What follows belongs to an exercise in optimizing a design on an open flow for a short achievable clock period and few clock cycles; a production flow would make more cautious choices. RTL that was checked went through simulation tests only; none was proved equivalent to the original. Power figures rest on the tool's default switching activity, not on a simulated workload.

## the reference run
// rdt3_frame_decoder
module rdt3_frame_decoder (
    input  wire        clk,
    input  wire        rst,
    input  wire        in_valid,
    output wire        in_ready,
    input  wire [31:0] in_data,
    input  wire [2:0]  in_nbytes,    
    input  wire        in_last,
    output reg         out_valid,
    input  wire        out_ready,
    output reg  [31:0] out_seq,
    output reg  [31:0] out_ack,
    output reg         out_is_ack,
    output reg  [31:0] out_digest,
    output reg  [31:0] out_crc,
    output reg         out_corrupt,
    output reg         out_malformed,
    output reg  [15:0] out_len,
    output reg  [15:0] out_poff,
    output reg  [15:0] out_plen
);
For scale: roughly 2,200 flip-flops, roughly 220 I/O pins, about 110,000 sq um of cells after synthesis.
Settings: LEC_CHECK=0, ABC_CLOCK_PERIOD_IN_PS=1500, CAP_MARGIN=20, CORE_MARGIN=2, CORE_UTILIZATION=60, CTS_CLUSTER_DIAMETER=100, CTS_CLUSTER_SIZE=25, SETUP_SLACK_MARGIN=3.0, SLEW_MARGIN=20; clock period 5.0 ns.
run.sh (not shown) runs the stock make flow with config.mk's settings and CLKGATE_MAP_FILE= SYNTH_SCRIPT=/design/flow/synth_recipe.tcl, a recipe that flattens the netlist after the stock synthesis.
Modified inputs, the trial run compared to the reference run
--- a/flow/design.v
+++ b/flow/design.v
@@ -16,13 +16,13 @@
     output reg         out_corrupt,
     output reg         out_malformed,
     output reg  [15:0] out_len,
     output reg  [15:0] out_poff,
     output reg  [15:0] out_plen
 );
-    localparam integer SLOTS = 5;    
+    localparam integer SLOTS = 6;    
     localparam [31:0] CRC_INIT = 32'hFFFFFFFF;
         function [31:0] crc_loop;
         input [31:0] x;
         begin
             crc_loop[0] = x[31];
             crc_loop[1] = (x[0] ^ x[31]);
@@ -1732,16 +1732,17 @@
             end
         end
         if (v3)
             crc_s <= (st3 ? crc_loop(crc_s) : 32'd0) ^ z3;
     end
     wire cap   = v3 & l3;
-    reg  rv, pv, uv, vv, hv;
+    reg  rv, pv, uv, xv, vv, hv;
     wire adv_o = ~hv | out_ready;
     wire adv_v = ~vv | adv_o;
-    wire adv_u = ~uv | adv_v;
+    wire adv_x = ~xv | adv_v;
+    wire adv_u = ~uv | adv_x;
     wire adv_p = ~pv | adv_u;
     wire adv_r = ~rv | adv_p;
     reg        r_four;
     reg [39:0] r_bcd0, r_bcd1, r_bcd3;
     reg [3:0]  r_bcd2;
     reg [15:0] r_cnt;
@@ -1862,29 +1863,48 @@
                 blocks[32 + 4*b +: 4] = s1[3:0];
                 blocks[64 + b]        = s0[4];
                 blocks[72 + b]        = s1[4];
             end
         end
     endfunction
+    reg        x_mal, x_isack, x_neg0, x_neg1;
+    reg [63:0] x_seq, x_ack, x_dig;
+    reg [31:0] x_crc;
+    reg [10:0] x_len, x_poff, x_plen;
+    always @(posedge clk) begin
+        if (adv_x & uv) begin
+            x_mal   <= u_mal;
+            x_isack <= u_isack;
+            x_neg0  <= u_neg0;
+            x_neg1  <= u_neg1;
+            x_seq   <= csa32(u_seq);
+            x_ack   <= csa32(u_ack);
+            x_dig   <= csa32(u_dig);
+            x_crc   <= ~((u_q1 ? crc_m1(u_y) : u_y) ^ u_nb);
+            x_len   <= u_len;
+            x_poff  <= u_poff;
+            x_plen  <= u_plen;
+        end
+    end
     reg        v_mal, v_isack, v_neg0, v_neg1;
     reg [79:0] v_seq, v_ack, v_dig;
     reg [31:0] v_crc;
     reg [10:0] v_len, v_poff, v_plen;
     always @(posedge clk) begin
-        if (adv_v & uv) begin
-            v_mal   <= u_mal;
-            v_isack <= u_isack;
-            v_neg0  <= u_neg0;
-            v_neg1  <= u_neg1;
-            v_seq   <= blocks(csa32(u_seq));
-            v_ack   <= blocks(csa32(u_ack));
-            v_dig   <= blocks(csa32(u_dig));
-            v_crc   <= ~((u_q1 ? crc_m1(u_y) : u_y) ^ u_nb);
-            v_len   <= u_len;
-            v_poff  <= u_poff;
-            v_plen  <= u_plen;
+        if (adv_v & xv) begin
+            v_mal   <= x_mal;
+            v_isack <= x_isack;
+            v_neg0  <= x_neg0;
+            v_neg1  <= x_neg1;
+            v_seq   <= blocks(x_seq);
+            v_ack   <= blocks(x_ack);
+            v_dig   <= blocks(x_dig);
+            v_crc   <= x_crc;
+            v_len   <= x_len;
+            v_poff  <= x_poff;
+            v_plen  <= x_plen;
         end
     end
     function [7:0] bcarry;       
         input [15:0] co;         
         reg [7:0] g, p, g2, p2;
         integer b, d;
@@ -1956,24 +1976,26 @@
     end
     always @(posedge clk) begin
         if (rst) begin
             rv         <= 1'b0;
             pv         <= 1'b0;
             uv         <= 1'b0;
+            xv         <= 1'b0;
             vv         <= 1'b0;
             hv         <= 1'b0;
             out_valid  <= 1'b0;
             occ        <= 3'd0;
             occ_lt1    <= 1'b1;
             occ_lt0    <= 1'b1;
             in_ready_r <= 1'b1;
         end else begin
             if (adv_r) rv <= cap;
             if (adv_p) pv <= rv;
             if (adv_u) uv <= pv;
-            if (adv_v) vv <= uv;
+            if (adv_x) xv <= uv;
+            if (adv_v) vv <= xv;
             hv         <= adv_o ? vv : out_valid;
             out_valid  <= adv_o ? vv : hv;
             occ        <= occ_n;
             occ_lt1    <= (occ_n < SLOTS - 1);
             occ_lt0    <= (occ_n < SLOTS);
             in_ready_r <= (inc & ~dec) ? occ_lt1 : ((~inc & dec) ? 1'b1 : occ_lt0);
## What came out
Summary of the trial run over the reference run: post-route DRC violation count did not really move; internal cell power went up; part of the cycle the worst path needs went down; buffering overhead did not really move. Looking at number of ordinary inverters in the final layout, the trial run sits about 16% lower than the reference run does. Between the trial run and the reference run, it is the trial run whose combinational cell fraction of total power is lower, by 1.2 points. The sequential-to-total area share from yosys stat of the trial run exceeds that of the reference run by 3.6 points. For the trial run, the slowest stage cell on the critical path was or3_4, unlike the reference run, where it was fa_2. Against the reference run, the trial run reports a final-layout worst hold slack that is lower. Summary of the trial run over the reference run: number of global-route vias before repair grew by about 4%; end-of-flow core utilization shrank by 0.81 points; setup slack grew by 0.058 ns; number of flip-flops and latches grew by 12%.
Testbench counts of the trial run, summed over its fixed seeds: cycles 70,360.
Only the layout flow was run in the reference run; the RTL was not checked for function there.

==> port drivers added, routing unchanged <==
How much do the figures lean on ideal ports? The routed layouts below were timed once more, with nothing changed but the port constraints. Step 1: set_driving_cell puts a clkbuf_16 on clk and a buf_2 on each other input, an assumption about the parent block. Step 2 moves the port delays by t, midway between the first and last clock arrival at a register: inputs arrive t later, outputs are due t later. That takes back most of the time a late clock gives input paths. Slacks: no drivers / after step 1 / after step 2; pairs: no drivers / after step 1.
run	t (ns)	setup WS [ns]	pins driven straight from the clock port
the reference run	0.873	2.461 / 2.461 / 1.912	1
the trial run	0.888	2.518 / 2.565 / 1.677	1
After both steps every run listed still meets setup and hold. For the trial run, which loses most, drivers alone change the setup slack by +0.047 ns; drivers and shift together by -0.841 ns.
